This design comes from an exercise in tuning for small area and few clock cycles on the open sky130 flow, not from production work.
In this exercise RTL edits were held to simulation tests only and were not proved equivalent to the original.
The clock input has no modelled driver; a real chip could not lean on it and would need a root buffer or a full tree.
No activity file was given, so power comes from the tool's default toggle rates.

==> v5 <==
## osc2midi_bridge
module osc2midi_bridge (
    input  wire       clk,
    input  wire       rst,
    input  wire       in_valid,
    output wire       in_ready,
    input  wire [7:0] in_byte,
    input  wire       in_bye,
    output wire       out_valid,
    input  wire       out_ready,
    output wire [7:0] out_data,
    output wire       out_last,
    input  wire       rx_valid,
    output wire       rx_ready,
    input  wire [7:0] rx_data,
    input  wire       rx_last,
    output wire       mo_valid,
    input  wire       mo_ready,
    output wire [7:0] mo_data,
    output wire       mo_bye
);
    osc2midi_tx u_tx (
        .clk       (clk),
        .rst       (rst),
        .in_valid  (in_valid),
        .in_ready  (in_ready),
        .in_byte   (in_byte),
        .in_bye    (in_bye),
        .out_valid (out_valid),
        .out_ready (out_ready),
        .out_data  (out_data),
        .out_last  (out_last)
    );
    osc2midi_rx u_rx (
        .clk      (clk),
        .rst      (rst),
        .rx_valid (rx_valid),
        .rx_ready (rx_ready),
        .rx_data  (rx_data),
        .rx_last  (rx_last),
        .mo_valid (mo_valid),
        .mo_ready (mo_ready),
  ...
==> flow/config.mk <==
export PLATFORM = sky130hd
export DESIGN_NAME = osc2midi_bridge
export DESIGN_NICKNAME = osc2midi_bridge
export VERILOG_FILES = /design/flow/design.v
export SDC_FILE = /design/flow/constraint.sdc
export NUM_CORES = 4
export LEC_CHECK = 0
export ABC_AREA = 1
export CAP_MARGIN = 20
export CORE_MARGIN = 2
export CORE_UTILIZATION = 40
export SLEW_MARGIN = 20
==> flow/constraint.sdc <==
create_clock -name core_clock -period 6.0 [get_ports {clk}]
set_input_delay 1.2000 -clock core_clock [delete_from_list [all_inputs] [get_ports {clk}]]
set_output_delay 1.2000 -clock core_clock [all_outputs]
set_load 0.01 [all_outputs]
standard.sh (not shown) runs the stock make flow with config.mk's settings and CLKGATE_MAP_FILE= SYNTH_SCRIPT=/design/flow/synth_recipe.tcl, a recipe that flattens the netlist after the stock synthesis.
==> flow/flow/run.sh <==
#!/bin/bash
# Own layout flow: the standard synthesis, its combinational logic re-mapped
# for area (registers untouched), then the standard layout steps.
set -euo pipefail
HERE=$(pwd)
R=$HERE/orfs/results/$FLOW_PLATFORM/osc2midi_bridge/base
YOSYS=$FLOW_HOME/../tools/install/yosys/bin/yosys
[[ -x $YOSYS ]] || YOSYS=yosys

bash standard.sh synth > "$HERE/std_synth.log" 2>&1

LIB=$FLOW_HOME/platforms/$FLOW_PLATFORM/lib/sky130_fd_sc_hd__tt_025C_1v80.lib
DU=""
for c in $(sed -n '/^export DONT_USE_CELLS/,/^$/p' $FLOW_HOME/platforms/$FLOW_PLATFORM/config.mk | tr -d '\\' | sed 's/export DONT_USE_CELLS += //'); do
  DU="$DU -dont_use $c"
done
cp "$R/1_2_yosys.v" "$HERE/std_netlist.v"
LIB=$LIB NETLIST_IN=$HERE/std_netlist.v NETLIST_OUT=$HERE/reabc_netlist.v TOP=$FLOW_TOP \
  ABC_SCRIPT=$HERE/flow/reabc.abc DONT_USE_ARGS="$DU" \
  $YOSYS -c flow/reabc.tcl > "$HERE/reabc.log" 2>&1
cp "$HERE/reabc_netlist.v" "$R/1_2_yosys.v"
rm -f "$R/1_synth.odb" "$R/1_synth.sdc"

# port buffers: the smallest buffer; clock tree: few strong buffers, no dummy loads
export BUFFER_PORTS_ARGS="-buffer_cell sky130_fd_sc_hd__buf_1"
export CTS_ARGS="$(cat flow/cts_args.txt)"
export PRE_CTS_TCL="$HERE/flow/pre_cts.tcl"
bash standard.sh finish > "$HERE/std_finish.log" 2>&1
==> flow/flow/cts_args.txt <==
-sink_clustering_enable -repair_clock_nets -dont_use_dummy_load -buf_list sky130_fd_sc_hd__clkbuf_16
==> flow/flow/pre_cts.tcl <==
# Clock tree for a small design: the flip-flops are split into four groups
# by location (median cuts in x, then in y); a leaf buffer at each group's
# centre drives its clock pins, and one root buffer, driven by the clock
# port, drives the four leaves. clock_tree_synthesis is then left with
# nothing to build.
set block [ord::get_db_block]
set db [ord::get_db]
set leaf_master [$db findMaster sky130_fd_sc_hd__clkbuf_8]
set root_master [$db findMaster sky130_fd_sc_hd__clkbuf_4]
set clknet [$block findNet clk]

set sinks {}
foreach it [$clknet getITerms] {
  set bb [[$it getInst] getBBox]
  lappend sinks [list $it [expr {([$bb xMin] + [$bb xMax]) / 2}] [expr {([$bb yMin] + [$bb yMax]) / 2}]]
}

proc split_half {items key} {
  set s [lsort -integer -index $key $items]
  set h [expr {[llength $s] / 2}]
  return [list [lrange $s 0 [expr {$h - 1}]] [lrange $s $h end]]
}

set groups {}
foreach half [split_half $sinks 1] {
  foreach q [split_half $half 2] {
    lappend groups $q
  }
}

set root [odb::dbInst_create $block $root_master clkbuf_root]
set rootnet [odb::dbNet_create $block clknet_root]
$rootnet setSigType CLOCK
[$root findITerm A] connect $clknet
[$root findITerm X] connect $rootnet

set k 0
set rx 0
set ry 0
foreach g $groups {
  set leaf [odb::dbInst_create $block $leaf_master clkbuf_leaf_$k]
  set net [odb::dbNet_create $block clknet_leaf_$k]
  $net setSigType CLOCK
  set sx 0
  set sy 0
  foreach s $g {
    set it [lindex $s 0]
    $it disconnect
    $it connect $net
    set sx [expr {$sx + [lindex $s 1]}]
    set sy [expr {$sy + [lindex $s 2]}]
  }
  set n [llength $g]
  [$leaf findITerm A] connect $rootnet
  [$leaf findITerm X] connect $net
  $leaf setLocation [expr {$sx / $n}] [expr {$sy / $n}]
  $leaf setPlacementStatus PLACED
  set rx [expr {$rx + $sx / $n}]
  set ry [expr {$ry + $sy / $n}]
  puts "clock leaf buffer $k drives $n sinks"
  incr k
}
$root setLocation [expr {$rx / $k}] [expr {$ry / $k}]
$root setPlacementStatus PLACED
global_connect

rename clock_tree_synthesis orig_clock_tree_synthesis
proc clock_tree_synthesis {args} {
  puts "clock_tree_synthesis skipped: clock buffers placed by pre_cts.tcl"
  set_propagated_clock [all_clocks]
}
==> flow/flow/reabc.abc <==
strash
dc2
dch -f
map -a
==> flow/flow/reabc.tcl <==
# Re-map the combinational logic of the standard synthesis netlist for area.
# Flip-flops (and tie cells) are kept as they are, with their names.
yosys read_liberty -ignore_miss_func -overwrite $::env(LIB)
yosys read_verilog -overwrite $::env(NETLIST_IN)
yosys hierarchy -top $::env(TOP)
yosys setattr -mod -set keep_hierarchy 1 sky130_fd_sc_hd__*df* sky130_fd_sc_hd__*dl* sky130_fd_sc_hd__conb_1
yosys flatten
yosys opt_clean
yosys abc -script $::env(ABC_SCRIPT) -liberty $::env(LIB) {*}$::env(DONT_USE_ARGS)
yosys opt_clean -purge
yosys hilomap -singleton -hicell sky130_fd_sc_hd__conb_1 HI -locell sky130_fd_sc_hd__conb_1 LO
yosys splitnets
yosys opt_clean -purge
yosys insbuf -buf sky130_fd_sc_hd__buf_4 A X
yosys select $::env(TOP)
yosys stat -liberty $::env(LIB)
yosys write_verilog -noattr -noexpr -nohex -nodec -selected $::env(NETLIST_OUT)
==> v13 (differences from v5) <==
==> flow/run.sh (new file) <==
#!/bin/bash
# synth_recipe.tcl (not shown) runs the flow's synth.tcl, then flattens the netlist and writes it again
# the make line also repeats each setting of config.mk as NAME=value (left out here)
make -C /OpenROAD-flow-scripts/flow DESIGN_CONFIG=/design/flow/config.mk WORK_HOME=/design/flow/orfs CLKGATE_MAP_FILE= SYNTH_SCRIPT=/design/flow/synth_recipe.tcl finish
removed: flow/flow/run.sh
removed: flow/flow/cts_args.txt
removed: flow/flow/pre_cts.tcl
removed: flow/flow/reabc.abc
removed: flow/flow/reabc.tcl
removed: flow/standard.sh
==> v10 (differences from v5) <==
--- a/flow/flow/run.sh
+++ b/flow/flow/run.sh
@@ -24,5 +24,4 @@
 # port buffers: the smallest buffer; clock tree: few strong buffers, no dummy loads
 export BUFFER_PORTS_ARGS="-buffer_cell sky130_fd_sc_hd__buf_1"
 export CTS_ARGS="$(cat flow/cts_args.txt)"
-export PRE_CTS_TCL="$HERE/flow/pre_cts.tcl"
 bash standard.sh finish > "$HERE/std_finish.log" 2>&1
==> flow/flow/cts_args.txt (replaced) <==
-sink_clustering_enable -repair_clock_nets -dont_use_dummy_load -buf_list sky130_fd_sc_hd__clkbuf_4 sky130_fd_sc_hd__clkbuf_8
removed: flow/flow/pre_cts.tcl
==> comparison <==
v10 died in 4_1_cts (STA-0564). v13 completed with no timing, DRC or antenna violations. v5 produced a clean layout. Of v5 and v13, v13 has the higher register-to-register slack (gap 940 ps). Clock skew: v5 is higher than v13 (6.1 ps). Against v13, the cell area of v5 is lower by 22%. Between v5 and v13, the lower utilization is in v5 (gap 2.4 points). Critical path depth: v5 is lower than v13 (2). In v13 the synthesized cell count is larger than in v5, by 37%. In v5 the sequential power is larger than in v13, by about 0.7%. Area after synthesis: v10 is smaller than v13 (about 17%). Between v5 and v13, the lower wire length is in v5 (gap about 15%, measured against v13). Of v13 and v5, v13 has the higher die area (gap about 20%, measured against v5).
==> figures <==
| item | v13 | v10 | v5 |
|---|---|---|---|
| Fin Clk Skew | 6.40 ps | - | 12.5 ps |
| Inverters excl. clock | 95 | - | 91 |
| Status | complete, no violations | did not finish | complete, no violations |
| Stage where the flow stopped | - | 4_1_cts | - |
| Placed cell count | 899 | 707 | 707 |
| Number of cells on the worst reg-to-reg path | 11 | - | 12 |
| Sink of the worst hold path | u_rx.val[20] | - | u_rx.val[17] |
| Relative slew margins | 0.429 | - | 0.334 |
| Die ar. | 13200 sq um | - | 11000 sq um |
| Met1 Track Usage GR | 0.273 | - | 0.298 |
| Post-Route WL | 13200 um | - | 11200 um |
| Clock Power | 0.565 mW | - | 0.210 mW |
| Routability congestion estimate | 0.919 | 0.938 | 0.938 |
| Reported sequential group power | 0.545 mW | - | 0.549 mW |
| Cell count of the worst hold path | 0 | - | 0 |
| Number of setup buffers added after CTS | 0 | - | 0 |
| Detailed placer's ending HPWL | 10400 um | 8530 um | 8530 um |
| Seq area share | 0.319 | - | 0.411 |
| Storage element area | 1840 sq um | - | 1840 sq um |
| Largest fanout on the critical path | 11 | - | 7 |
| Met1 WL | 5930 um | - | 5400 um |
| Pin count of the biggest net entering global routing | 16 | - | 19 |
| Detail-routed net length per standard cell | 14.4 um | - | 15.8 um |
Testbench counts of v5, summed over its fixed seeds: cycles 106,080.
Testbench counts of v13, summed over its fixed seeds: cycles 106,080.
Testbench counts of v10, summed over its fixed seeds: cycles 106,080.
The clock cells of v5 come from the design's own scripts or RTL, not from TritonCTS.

---

==> run H <==
Another version of the RTL of osc2midi_bridge (not shown whole).
==> module osc2midi_rx, before the edit <==
module osc2midi_rx (
    input  wire       clk,
    input  wire       rst,
    input  wire       rx_valid,
    output wire       rx_ready,
    input  wire [7:0] rx_data,
    input  wire       rx_last,
    output wire       mo_valid,
    input  wire       mo_ready,
    output reg  [7:0] mo_data,
    output wire       mo_bye
);
    reg [4:0]  cnt;                 
    wire       alive = (cnt != 5'd31);    
    reg        kind;                
    reg [1:0]  len;                 
    reg [23:0] val;                 
    reg        o_bye;               
    reg [1:0]  o_rem;               
    wire       o_act = o_bye || (o_rem != 2'd0);    
    wire [1:0] o_idx = len - o_rem;                  
    assign rx_ready = !(o_act && alive && (cnt[4] || cnt[3:0] == 4'd15));
    wire accept = rx_valid && rx_ready;
    assign mo_valid = o_act;
    assign mo_bye   = o_bye;
    always @(*) begin
        case (o_idx)
            2'd0:    mo_data = val[23:16];
            2'd1:    mo_data = val[15:8];
            default: mo_data = val[7:0];
        endcase
    end
    reg [7:0] pfx;
    always @(*) begin
        case (cnt)
            5'd0:  pfx = 8'h2F;
            5'd1:  pfx = 8'h6F;
            5'd2:  pfx = 8'h73;
            5'd3:  pfx = 8'h63;
            5'd4:  pfx = 8'h32;
            5'd5:  pfx = 8'h6D;
            5'd6:  pfx = 8'h69;
            5'd7:  pfx = 8'h64;
            5'd8:  pfx = 8'h69;
            5'd9:  pfx = 8'h2F;
            5'd11: pfx = kind ? 8'h76 : 8'h79;
            5'd12: pfx = 8'h65;
            5'd13: pfx = kind ? 8'h6E : 8'h00;
            5'd14: pfx = kind ? 8'h74 : 8'h00;
            5'd16: pfx = 8'h2C;
            5'd17: pfx = 8'h73;
            default: pfx = 8'h00;
        endcase
    end
    wire       is_dig = (rx_data[7:4] == 4'h3) && (rx_data[3:0] <= 4'd9);
    wire       is_let = (rx_data[7:6] == 2'b01) && (rx_data[4:3] == 2'b00) &&
                        (rx_data[2:0] != 3'd0) && (rx_data[2:0] != 3'd7);
    wire       ch_ok  = is_dig || is_let;
    reg  [3:0] ch_val;
    always @(*) begin
        case ({rx_data[6], rx_data[2:0]})
            4'b1001: ch_val = 4'hA;
            4'b1010: ch_val = 4'hB;
            4'b1011: ch_val = 4'hC;
            4'b1100: ch_val = 4'hD;
            4'b1101: ch_val = 4'hE;
            4'b1110: ch_val = 4'hF;
            default: ch_val = rx_data[3:0];
        endcase
    end
    wire in_hex = cnt[4] && (cnt[3] || cnt[2]);         
    wire is_b10 = (rx_data == 8'h65) || (rx_data == 8'h62);
    wire match  = in_hex ? ch_ok : (cnt == 5'd10) ? is_b10 : (rx_data == pfx);
    reg [1:0] cin_len;
    always @(*) begin
        case (ch_val)
            4'h0, 4'h1:             cin_len = 2'd0;
            4'h2, 4'h6, 4'hC, 4'hD: cin_len = 2'd2;
            4'h5, 4'hF:             cin_len = 2'd1;
            default:                cin_len = 2'd3;
        endcase
    end
    wire ok      = alive && match;
    wire fin_bye = ok && !kind && (cnt == 5'd15);
    wire fin_ev  = ok && (cnt == 5'd27) && (len != 2'd0);
    always @(posedge clk) begin
        if (rst)
            cnt <= 5'd0;
        else if (accept) begin
            if (rx_last)
                cnt <= 5'd0;
            else if (!ok || cnt == 5'd27 || fin_bye)
                cnt <= 5'd31;
            else
                cnt <= cnt + 5'd1;
        end
    end
    always @(posedge clk) begin
        if (accept && cnt == 5'd10)
            kind <= rx_data[0];
        if (accept && alive && cnt == 5'd21)
            len <= cin_len;
        if (accept && alive && in_hex && (cnt[3] || cnt[1]))       
            val <= {val[19:0], ch_val};
    end
    always @(posedge clk) begin
        if (rst) begin
            o_bye <= 1'b0;
            o_rem <= 2'd0;
        end else if (accept && fin_bye) begin
            o_bye <= 1'b1;
        end else if (accept && fin_ev) begin
            o_rem <= len;
        end else if (mo_ready) begin
            o_bye <= 1'b0;
            if (o_rem != 2'd0)
                o_rem <= o_rem - 2'd1;
        end
    end
endmodule
clock: 6.0 ns
lec_check: 0
abc_area: 1
cap_margin: 20
core_margin: 2
core_utilization: 40
slew_margin: 20
==> flow/flow/run.sh <==
#!/bin/bash
# Own layout flow: the standard synthesis, its combinational logic re-mapped
# for area (registers untouched), then the standard layout steps.
set -euo pipefail
HERE=$(pwd)
R=$HERE/orfs/results/$FLOW_PLATFORM/osc2midi_bridge/base
YOSYS=$FLOW_HOME/../tools/install/yosys/bin/yosys
[[ -x $YOSYS ]] || YOSYS=yosys

bash standard.sh synth > "$HERE/std_synth.log" 2>&1

LIB=$FLOW_HOME/platforms/$FLOW_PLATFORM/lib/sky130_fd_sc_hd__tt_025C_1v80.lib
DU=""
for c in $(sed -n '/^export DONT_USE_CELLS/,/^$/p' $FLOW_HOME/platforms/$FLOW_PLATFORM/config.mk | tr -d '\\' | sed 's/export DONT_USE_CELLS += //'); do
  DU="$DU -dont_use $c"
done
cp "$R/1_2_yosys.v" "$HERE/std_netlist.v"
# a few randomised deep-synthesis runs side by side; keep the smallest
for seed in 1 2 3 4; do
  sed "s/@SEED@/$seed/" flow/reabc.abc.in > "$HERE/reabc_$seed.abc"
  LIB=$LIB NETLIST_IN=$HERE/std_netlist.v NETLIST_OUT=$HERE/reabc_netlist_$seed.v TOP=$FLOW_TOP \
    ABC_SCRIPT=$HERE/reabc_$seed.abc DONT_USE_ARGS="$DU" \
    $YOSYS -c flow/reabc.tcl > "$HERE/reabc_$seed.log" 2>&1 &
done
wait
best=""; best_area=""
for seed in 1 2 3 4; do
  a=$(grep -m1 "Chip area for module" "$HERE/reabc_$seed.log" | awk '{print $NF}' || true)
  [[ -n "$a" && -s "$HERE/reabc_netlist_$seed.v" ]] || continue
  if [[ -z "$best" ]] || awk "BEGIN{exit !($a < $best_area)}"; then best=$seed; best_area=$a; fi
done
echo "reabc: seed $best area $best_area" > "$HERE/reabc_choice.log"
if [[ -n "$best" ]]; then cp "$HERE/reabc_netlist_$best.v" "$R/1_2_yosys.v"; fi
rm -f "$R/1_synth.odb" "$R/1_synth.sdc"

# port buffers: the smallest buffer; clock tree: built by flow/pre_cts.tcl
export BUFFER_PORTS_ARGS="-buffer_cell sky130_fd_sc_hd__buf_1"
export CTS_ARGS="$(cat flow/cts_args.txt)"
export PRE_CTS_TCL="$HERE/flow/pre_cts.tcl"
bash standard.sh finish > "$HERE/std_finish.log" 2>&1
==> flow/flow/reabc.abc.in <==
strash
dc2
&get -n
&deepsyn -T 120 -S @SEED@
&put
dch -f
amap
Other scripts of this flow, unchanged in this note and not shown: flow/flow/cts_args.txt, flow/flow/pre_cts.tcl, flow/flow/reabc.tcl
==> inputs of run B, as changes to run H <==
--- a/flow/design.v
+++ b/flow/design.v
@@ -28,63 +28,63 @@
     end
     wire [3:0] cin = (rs[7:4] != 4'hF) ? rs[7:4] : (rs[1:0] == 2'b10) ? 4'h3 : 4'h2;
     wire is_rt     = (b[7:3] == 5'b11111);
     wire is_f7     = (b == 8'hF7);
     wire is_f0     = (b == 8'hF0);
     wire is_status = b[7] && !is_rt;
     wire is_f46    = (b[7:2] == 6'b111101) && (b[1:0] != 2'b11);
     wire is_data   = !b[7];
-    wire f7_1 = is_f7 && (n == 2'd1);
-    wire f7_2 = is_f7 && (n == 2'd2);
-    wire one  = !sx && (exp_cnt == 2'd1);       
+    wire f7_1 = is_f7 && n[0];
+    wire f7_2 = is_f7 && n[1];
+    wire one  = !sx && exp_cnt[0];       
     reg  [3:0] cin_f;
     reg  [7:0] p0, p1, p2;
     always @(*) begin
         if (b[7]) begin
             emit  = is_rt || is_f46 || (is_f7 && sx);
             cin_f = is_rt ? 4'hF : f7_2 ? 4'h7 : f7_1 ? 4'h6 : 4'h5;
             p0    = (f7_1 || f7_2) ? rs : b;
             p1    = f7_1 ? b : f7_2 ? {1'b0, b1} : 8'h00;
             p2    = f7_2 ? b : 8'h00;
         end else begin
-            emit  = sx ? (n == 2'd2) : (one || (exp_cnt == 2'd2 && n == 2'd2));
+            emit  = sx ? n[1] : (one || (exp_cnt[1] && n[1]));
             cin_f = sx ? 4'h4 : cin;
             p0    = rs;
             p1    = one ? b : {1'b0, b1};
             p2    = one ? 8'h00 : b;
         end
         pkt = {4'h0, cin_f, p0, p1, p2};
     end
     reg [1:0] n_d;
     always @(*) begin
         if (is_status)
             n_d = 2'd1;
         else if (is_rt)
             n_d = n;
         else if (sx)
-            n_d = (n == 2'd2) ? 2'd0 : n + 2'd1;
+            n_d = n[1] ? 2'd0 : {n[0], !n[0]};
         else
-            n_d = (exp_cnt == 2'd2 && n == 2'd1) ? 2'd2 : 2'd1;
+            n_d = (exp_cnt[1] && n[0]) ? 2'd2 : 2'd1;
     end
     always @(posedge clk) begin
         if (rst) begin
             rs <= 8'h00;
             n  <= 2'd0;
             sx <= 1'b0;
         end else if (strobe) begin
             if (is_status || n == 2'd0)
                 rs <= b;
             n <= n_d;
             if (is_status)
                 sx <= is_f0;
         end
     end
     always @(posedge clk) begin
-        if (strobe && n == 2'd1)
+        if (strobe && n[0])
             b1 <= b[6:0];
     end
 endmodule
 module osc2midi_tx (
     input  wire       clk,
     input  wire       rst,
     input  wire       in_valid,
     output wire       in_ready,
@@ -98,20 +98,20 @@
     reg        full;                
     reg        h_bye;               
     reg  [7:0] h_byte;              
     reg  [4:0] idx;                 
     wire        dec_emit;
     wire [31:0] dec_pkt;
     wire want = full && (h_bye || dec_emit);
     assign out_valid = (idx != 5'd0) || want;
-    assign out_last  = (idx == 5'd30) || (idx == 5'd15 && h_bye);
+    assign out_last  = (&idx[4:1]) || (&idx[3:0] && h_bye);
     wire xfer = out_valid && out_ready;
-    wire done = full && (h_bye    ? (idx == 5'd15 && out_ready) :
-                         dec_emit ? (idx == 5'd27 && out_ready) : 1'b1);
+    wire done = full && (h_bye    ? (&idx[3:0] && out_ready) :                      
+                         dec_emit ? (&{idx[4:3], idx[1:0]} && out_ready) : 1'b1);   
     assign in_ready = !full || done;
     osc2midi_decoder u_dec (
         .clk     (clk),
         .rst     (rst),
         .strobe  (done && !h_bye),
         .in_byte (h_byte),
         .emit    (dec_emit),
         .pkt     (dec_pkt)
@@ -201,30 +201,28 @@
     output wire       mo_valid,
     input  wire       mo_ready,
     output reg  [7:0] mo_data,
     output wire       mo_bye
 );
     reg [4:0]  cnt;                 
     wire       alive = (cnt != 5'd31);    
     reg        kind;                
-    reg [1:0]  len;                 
     reg [23:0] val;                 
-    reg        o_bye;               
+    reg        o_act;               
     reg [1:0]  o_rem;               
-    wire       o_act = o_bye || (o_rem != 2'd0);    
-    wire [1:0] o_idx = len - o_rem;                  
+    wire       o_bye = o_act && (o_rem == 2'd0);
     assign rx_ready = !(o_act && alive && (cnt[4] || cnt[3:0] == 4'd15));
     wire accept = rx_valid && rx_ready;
     assign mo_valid = o_act;
     assign mo_bye   = o_bye;
     always @(*) begin
-        case (o_idx)
-            2'd0:    mo_data = val[23:16];
-            2'd1:    mo_data = val[15:8];
+        case (o_rem)
+            2'd3:    mo_data = val[23:16];
+            2'd2:    mo_data = val[15:8];
             default: mo_data = val[7:0];
         endcase
     end
     reg [7:0] pfx;
     always @(*) begin
         case (cnt)
             5'd0:  pfx = 8'h2F;
             5'd1:  pfx = 8'h6F;
@@ -270,50 +268,52 @@
             4'h0, 4'h1:             cin_len = 2'd0;
             4'h2, 4'h6, 4'hC, 4'hD: cin_len = 2'd2;
             4'h5, 4'hF:             cin_len = 2'd1;
             default:                cin_len = 2'd3;
         endcase
     end
     wire ok      = alive && match;
     wire fin_bye = ok && !kind && (cnt == 5'd15);
-    wire fin_ev  = ok && (cnt == 5'd27) && (len != 2'd0);
+    wire at27    = &{cnt[4:3], cnt[1:0]};
+    wire fin_ev  = ok && at27 && (o_rem != 2'd0);
     always @(posedge clk) begin
         if (rst)
             cnt <= 5'd0;
         else if (accept) begin
             if (rx_last)
                 cnt <= 5'd0;
-            else if (!ok || cnt == 5'd27 || fin_bye)
+            else if (!ok || at27 || fin_bye)
                 cnt <= 5'd31;
             else
                 cnt <= cnt + 5'd1;
         end
     end
     always @(posedge clk) begin
         if (accept && cnt == 5'd10)
             kind <= rx_data[0];
-        if (accept && alive && cnt == 5'd21)
-            len <= cin_len;
-        if (accept && alive && in_hex && (cnt[3] || cnt[1]))       
+        if (accept && alive && in_hex && (cnt[3] || cnt[1]) &&    
+            (cnt[3] ? (cnt[1] ? o_rem == 2'd3 : o_rem[1]) : o_rem != 2'd0))
             val <= {val[19:0], ch_val};
     end
     always @(posedge clk) begin
-        if (rst) begin
-            o_bye <= 1'b0;
+        if (rst)
+            o_act <= 1'b0;
+        else if (accept && (fin_bye || fin_ev))
+            o_act <= 1'b1;
+        else if (mo_ready && o_rem[1] == 1'b0)
+            o_act <= 1'b0;
+    end
+    always @(posedge clk) begin
+        if (accept && fin_bye)
             o_rem <= 2'd0;
-        end else if (accept && fin_bye) begin
-            o_bye <= 1'b1;
-        end else if (accept && fin_ev) begin
-            o_rem <= len;
-        end else if (mo_ready) begin
-            o_bye <= 1'b0;
-            if (o_rem != 2'd0)
-                o_rem <= o_rem - 2'd1;
-        end
+        else if (accept && alive && cnt == 5'd21)
+            o_rem <= cin_len;
+        else if (o_act && mo_ready)
+            o_rem <= o_rem - 2'd1;
     end
 endmodule
 module osc2midi_bridge (
     input  wire       clk,
     input  wire       rst,
     input  wire       in_valid,
     output wire       in_ready,
     input  wire [7:0] in_byte,
==> flow/flow/reabc.abc.in (replaced) <==
strash
dc2
&get -n
&deepsyn -T 120 -S @SEED@
&put
strash
&get -n
&dch -f
&nf -R 1000
&put
mfs3 -a
==> inputs of run R, as changes to run H <==
--- a/flow/design.v
+++ b/flow/design.v
@@ -201,30 +201,28 @@
     output wire       mo_valid,
     input  wire       mo_ready,
     output reg  [7:0] mo_data,
     output wire       mo_bye
 );
     reg [4:0]  cnt;                 
     wire       alive = (cnt != 5'd31);    
     reg        kind;                
-    reg [1:0]  len;                 
     reg [23:0] val;                 
-    reg        o_bye;               
+    reg        o_act;               
     reg [1:0]  o_rem;               
-    wire       o_act = o_bye || (o_rem != 2'd0);    
-    wire [1:0] o_idx = len - o_rem;                  
+    wire       o_bye = o_act && (o_rem == 2'd0);
     assign rx_ready = !(o_act && alive && (cnt[4] || cnt[3:0] == 4'd15));
     wire accept = rx_valid && rx_ready;
     assign mo_valid = o_act;
     assign mo_bye   = o_bye;
     always @(*) begin
-        case (o_idx)
-            2'd0:    mo_data = val[23:16];
-            2'd1:    mo_data = val[15:8];
+        case (o_rem)
+            2'd3:    mo_data = val[23:16];
+            2'd2:    mo_data = val[15:8];
             default: mo_data = val[7:0];
         endcase
     end
     reg [7:0] pfx;
     always @(*) begin
         case (cnt)
             5'd0:  pfx = 8'h2F;
             5'd1:  pfx = 8'h6F;
@@ -270,50 +268,51 @@
             4'h0, 4'h1:             cin_len = 2'd0;
             4'h2, 4'h6, 4'hC, 4'hD: cin_len = 2'd2;
             4'h5, 4'hF:             cin_len = 2'd1;
             default:                cin_len = 2'd3;
         endcase
     end
     wire ok      = alive && match;
     wire fin_bye = ok && !kind && (cnt == 5'd15);
-    wire fin_ev  = ok && (cnt == 5'd27) && (len != 2'd0);
+    wire fin_ev  = ok && (cnt == 5'd27) && (o_rem != 2'd0);
     always @(posedge clk) begin
         if (rst)
             cnt <= 5'd0;
         else if (accept) begin
             if (rx_last)
                 cnt <= 5'd0;
             else if (!ok || cnt == 5'd27 || fin_bye)
                 cnt <= 5'd31;
             else
                 cnt <= cnt + 5'd1;
         end
     end
     always @(posedge clk) begin
         if (accept && cnt == 5'd10)
             kind <= rx_data[0];
-        if (accept && alive && cnt == 5'd21)
-            len <= cin_len;
-        if (accept && alive && in_hex && (cnt[3] || cnt[1]))       
+        if (accept && alive && in_hex && (cnt[3] || cnt[1]) &&    
+            (cnt[3] ? (cnt[1] ? o_rem == 2'd3 : o_rem[1]) : o_rem != 2'd0))
             val <= {val[19:0], ch_val};
     end
     always @(posedge clk) begin
-        if (rst) begin
-            o_bye <= 1'b0;
+        if (rst)
+            o_act <= 1'b0;
+        else if (accept && (fin_bye || fin_ev))
+            o_act <= 1'b1;
+        else if (mo_ready && o_rem[1] == 1'b0)
+            o_act <= 1'b0;
+    end
+    always @(posedge clk) begin
+        if (accept && fin_bye)
             o_rem <= 2'd0;
-        end else if (accept && fin_bye) begin
-            o_bye <= 1'b1;
-        end else if (accept && fin_ev) begin
-            o_rem <= len;
-        end else if (mo_ready) begin
-            o_bye <= 1'b0;
-            if (o_rem != 2'd0)
-                o_rem <= o_rem - 2'd1;
-        end
+        else if (accept && alive && cnt == 5'd21)
+            o_rem <= cin_len;
+        else if (o_act && mo_ready)
+            o_rem <= o_rem - 2'd1;
     end
 endmodule
 module osc2midi_bridge (
     input  wire       clk,
     input  wire       rst,
     input  wire       in_valid,
     output wire       in_ready,
     input  wire [7:0] in_byte,
==> flow/flow/reabc.abc.in (replaced) <==
strash
dc2
&get -n
&deepsyn -T 120 -S @SEED@
&put
strash
&get -n
&dch -f
&nf -R 1000
&put
mfs3 -a
==> inputs of run A, as changes to run H <==
--- a/flow/design.v
+++ b/flow/design.v
@@ -28,63 +28,63 @@
     end
     wire [3:0] cin = (rs[7:4] != 4'hF) ? rs[7:4] : (rs[1:0] == 2'b10) ? 4'h3 : 4'h2;
     wire is_rt     = (b[7:3] == 5'b11111);
     wire is_f7     = (b == 8'hF7);
     wire is_f0     = (b == 8'hF0);
     wire is_status = b[7] && !is_rt;
     wire is_f46    = (b[7:2] == 6'b111101) && (b[1:0] != 2'b11);
     wire is_data   = !b[7];
-    wire f7_1 = is_f7 && (n == 2'd1);
-    wire f7_2 = is_f7 && (n == 2'd2);
-    wire one  = !sx && (exp_cnt == 2'd1);       
+    wire f7_1 = is_f7 && n[0];
+    wire f7_2 = is_f7 && n[1];
+    wire one  = !sx && exp_cnt[0];       
     reg  [3:0] cin_f;
     reg  [7:0] p0, p1, p2;
     always @(*) begin
         if (b[7]) begin
             emit  = is_rt || is_f46 || (is_f7 && sx);
             cin_f = is_rt ? 4'hF : f7_2 ? 4'h7 : f7_1 ? 4'h6 : 4'h5;
             p0    = (f7_1 || f7_2) ? rs : b;
             p1    = f7_1 ? b : f7_2 ? {1'b0, b1} : 8'h00;
             p2    = f7_2 ? b : 8'h00;
         end else begin
-            emit  = sx ? (n == 2'd2) : (one || (exp_cnt == 2'd2 && n == 2'd2));
+            emit  = sx ? n[1] : (one || (exp_cnt[1] && n[1]));
             cin_f = sx ? 4'h4 : cin;
             p0    = rs;
             p1    = one ? b : {1'b0, b1};
             p2    = one ? 8'h00 : b;
         end
         pkt = {4'h0, cin_f, p0, p1, p2};
     end
     reg [1:0] n_d;
     always @(*) begin
         if (is_status)
             n_d = 2'd1;
         else if (is_rt)
             n_d = n;
         else if (sx)
-            n_d = (n == 2'd2) ? 2'd0 : n + 2'd1;
+            n_d = n[1] ? 2'd0 : {n[0], !n[0]};
         else
-            n_d = (exp_cnt == 2'd2 && n == 2'd1) ? 2'd2 : 2'd1;
+            n_d = (exp_cnt[1] && n[0]) ? 2'd2 : 2'd1;
     end
     always @(posedge clk) begin
         if (rst) begin
             rs <= 8'h00;
             n  <= 2'd0;
             sx <= 1'b0;
         end else if (strobe) begin
             if (is_status || n == 2'd0)
                 rs <= b;
             n <= n_d;
             if (is_status)
                 sx <= is_f0;
         end
     end
     always @(posedge clk) begin
-        if (strobe && n == 2'd1)
+        if (strobe && n[0])
             b1 <= b[6:0];
     end
 endmodule
 module osc2midi_tx (
     input  wire       clk,
     input  wire       rst,
     input  wire       in_valid,
     output wire       in_ready,
@@ -98,20 +98,20 @@
     reg        full;                
     reg        h_bye;               
     reg  [7:0] h_byte;              
     reg  [4:0] idx;                 
     wire        dec_emit;
     wire [31:0] dec_pkt;
     wire want = full && (h_bye || dec_emit);
     assign out_valid = (idx != 5'd0) || want;
-    assign out_last  = (idx == 5'd30) || (idx == 5'd15 && h_bye);
+    assign out_last  = (&idx[4:1]) || (&idx[3:0] && h_bye);
     wire xfer = out_valid && out_ready;
-    wire done = full && (h_bye    ? (idx == 5'd15 && out_ready) :
-                         dec_emit ? (idx == 5'd27 && out_ready) : 1'b1);
+    wire done = full && (h_bye    ? (&idx[3:0] && out_ready) :                      
+                         dec_emit ? (&{idx[4:3], idx[1:0]} && out_ready) : 1'b1);   
     assign in_ready = !full || done;
     osc2midi_decoder u_dec (
         .clk     (clk),
         .rst     (rst),
         .strobe  (done && !h_bye),
         .in_byte (h_byte),
         .emit    (dec_emit),
         .pkt     (dec_pkt)
@@ -201,30 +201,28 @@
     output wire       mo_valid,
     input  wire       mo_ready,
     output reg  [7:0] mo_data,
     output wire       mo_bye
 );
     reg [4:0]  cnt;                 
     wire       alive = (cnt != 5'd31);    
     reg        kind;                
-    reg [1:0]  len;                 
     reg [23:0] val;                 
-    reg        o_bye;               
+    reg        o_act;               
     reg [1:0]  o_rem;               
-    wire       o_act = o_bye || (o_rem != 2'd0);    
-    wire [1:0] o_idx = len - o_rem;                  
+    wire       o_bye = o_act && (o_rem == 2'd0);
     assign rx_ready = !(o_act && alive && (cnt[4] || cnt[3:0] == 4'd15));
     wire accept = rx_valid && rx_ready;
     assign mo_valid = o_act;
     assign mo_bye   = o_bye;
     always @(*) begin
-        case (o_idx)
-            2'd0:    mo_data = val[23:16];
-            2'd1:    mo_data = val[15:8];
+        case (o_rem)
+            2'd3:    mo_data = val[23:16];
+            2'd2:    mo_data = val[15:8];
             default: mo_data = val[7:0];
         endcase
     end
     reg [7:0] pfx;
     always @(*) begin
         case (cnt)
             5'd0:  pfx = 8'h2F;
             5'd1:  pfx = 8'h6F;
@@ -270,50 +268,52 @@
             4'h0, 4'h1:             cin_len = 2'd0;
             4'h2, 4'h6, 4'hC, 4'hD: cin_len = 2'd2;
             4'h5, 4'hF:             cin_len = 2'd1;
             default:                cin_len = 2'd3;
         endcase
     end
     wire ok      = alive && match;
     wire fin_bye = ok && !kind && (cnt == 5'd15);
-    wire fin_ev  = ok && (cnt == 5'd27) && (len != 2'd0);
+    wire at27    = &{cnt[4:3], cnt[1:0]};
+    wire fin_ev  = ok && at27 && (o_rem != 2'd0);
     always @(posedge clk) begin
         if (rst)
             cnt <= 5'd0;
         else if (accept) begin
             if (rx_last)
                 cnt <= 5'd0;
-            else if (!ok || cnt == 5'd27 || fin_bye)
+            else if (!ok || at27 || fin_bye)
                 cnt <= 5'd31;
             else
                 cnt <= cnt + 5'd1;
         end
     end
     always @(posedge clk) begin
         if (accept && cnt == 5'd10)
             kind <= rx_data[0];
-        if (accept && alive && cnt == 5'd21)
-            len <= cin_len;
-        if (accept && alive && in_hex && (cnt[3] || cnt[1]))       
+        if (accept && alive && in_hex && (cnt[3] || cnt[1]) &&    
+            (cnt[3] ? (cnt[1] ? o_rem == 2'd3 : o_rem[1]) : o_rem != 2'd0))
             val <= {val[19:0], ch_val};
     end
     always @(posedge clk) begin
-        if (rst) begin
-            o_bye <= 1'b0;
+        if (rst)
+            o_act <= 1'b0;
+        else if (accept && (fin_bye || fin_ev))
+            o_act <= 1'b1;
+        else if (mo_ready && o_rem[1] == 1'b0)
+            o_act <= 1'b0;
+    end
+    always @(posedge clk) begin
+        if (accept && fin_bye)
             o_rem <= 2'd0;
-        end else if (accept && fin_bye) begin
-            o_bye <= 1'b1;
-        end else if (accept && fin_ev) begin
-            o_rem <= len;
-        end else if (mo_ready) begin
-            o_bye <= 1'b0;
-            if (o_rem != 2'd0)
-                o_rem <= o_rem - 2'd1;
-        end
+        else if (accept && alive && cnt == 5'd21)
+            o_rem <= cin_len;
+        else if (o_act && mo_ready)
+            o_rem <= o_rem - 2'd1;
     end
 endmodule
 module osc2midi_bridge (
     input  wire       clk,
     input  wire       rst,
     input  wire       in_valid,
     output wire       in_ready,
     input  wire [7:0] in_byte,
==> flow/flow/reabc.abc.in (replaced) <==
strash
dc2
&get -n
&deepsyn -T 120 -S @SEED@
&put
strash
&get -n
&dch -f
&nf -R 1000
&put
mfs3 -ae -R 4 -H 5
mfs3 -aer -R 4 -H 5
==> reports/metrics.json <==
{
  "outcome": {"value": "timing/DRC/antenna clean"},
  "critical_path_top_delay_cell": {"value": "nor2_1"},
  "met3_wire_length": {"value": 588, "unit": "um"},
  "p_comb_share": {"value": 15.7, "unit": "%"},
  "post-route-period-util": {"value": 89.1, "unit": "%"},
  "layout_setup_ws": {"value": 0.652, "unit": "ns"},
  "syn-instance-count": {"value": 393},
  "die_height": {"value": 97.7, "unit": "um"},
  "fillCellCount": {"value": 885}
}
# the run above: run R

==> reports/metrics.json <==
{
  "outcome": {"value": "timing/DRC/antenna clean"},
  "p_comb_share": {"value": 14.3, "unit": "%"},
  "syn-instance-count": {"value": 391},
  "layout_setup_ws": {"value": 1.06, "unit": "ns"},
  "die_height": {"value": 97.8, "unit": "um"},
  "met3_wire_length": {"value": 444, "unit": "um"}
}
# the run above: run B

==> reports/metrics.json <==
{
  "outcome": {"value": "timing/DRC/antenna clean"},
  "final.setup_skew": {"value": 0.00888, "unit": "ns"},
  "worst_path_largest_cell_delay": {"value": 0.53, "unit": "ns"},
  "layout_setup_ws": {"value": 0.422, "unit": "ns"},
  "die_height": {"value": 99.1, "unit": "um"},
  "met3_wire_length": {"value": 640, "unit": "um"},
  "fillCellCount": {"value": 894},
  "syn-instance-count": {"value": 446},
  "place_congestion": {"value": 1.03},
  "post-route-period-util": {"value": 93.0, "unit": "%"},
  "critical_path_top_delay_cell": {"value": "or4_1"}
}
# the run above: run H

==> reports/metrics.json <==
{
  "outcome": {"value": "timing/DRC/antenna clean"},
  "layout_setup_ws": {"value": 1.13, "unit": "ns"},
  "post-route-period-util": {"value": 81.2, "unit": "%"},
  "die_height": {"value": 97.4, "unit": "um"},
  "critical_path_top_delay_cell": {"value": "edfxtp_1"},
  "met3_wire_length": {"value": 407, "unit": "um"},
  "syn-instance-count": {"value": 391}
}
# the run above: run A

Testbench counts of run H, summed over its fixed seeds: cycles 103,846.
Testbench counts of run B, summed over its fixed seeds: cycles 103,846.
Testbench counts of run R, summed over its fixed seeds: cycles 103,846.
Testbench counts of run A, summed over its fixed seeds: cycles 103,846.
No run of this note takes its clock network from TritonCTS; it comes from the design's own scripts or RTL.

-- afterwards: timing with drivers on the ports --
The flow's constraints put no driver on any port. The routed layouts listed below were extracted and timed again, unchanged, in two steps. Step 1 assumes that a clkbuf_16 drives the clock port and a buf_2 every other input. Step 2, shift: input delay + t, output delay - t, t = (earliest + latest rising clock arrival at the registers) / 2. This alone moves slack from input paths to output paths. Slacks: ideal ports / drivers / drivers and shift; pairs: ideal ports / drivers.
run | t (ns) | setup WS [ns] | worst setup path at the end
v5 | 0.418 | 0.882 / 0.850 / 1.268 | register to output
v13 | 0.368 | 1.293 / 1.253 / 1.622 | register to output
run H | 0.398 | 0.422 / 0.394 / 0.791 | register to output
run B | 0.392 | 1.056 / 1.029 / 1.421 | register to output
run R | 0.413 | 0.652 / 0.621 / 1.034 | register to output
run A | 0.395 | 1.126 / 1.099 / 1.494 | register to output
After both steps every run listed still meets setup and hold.
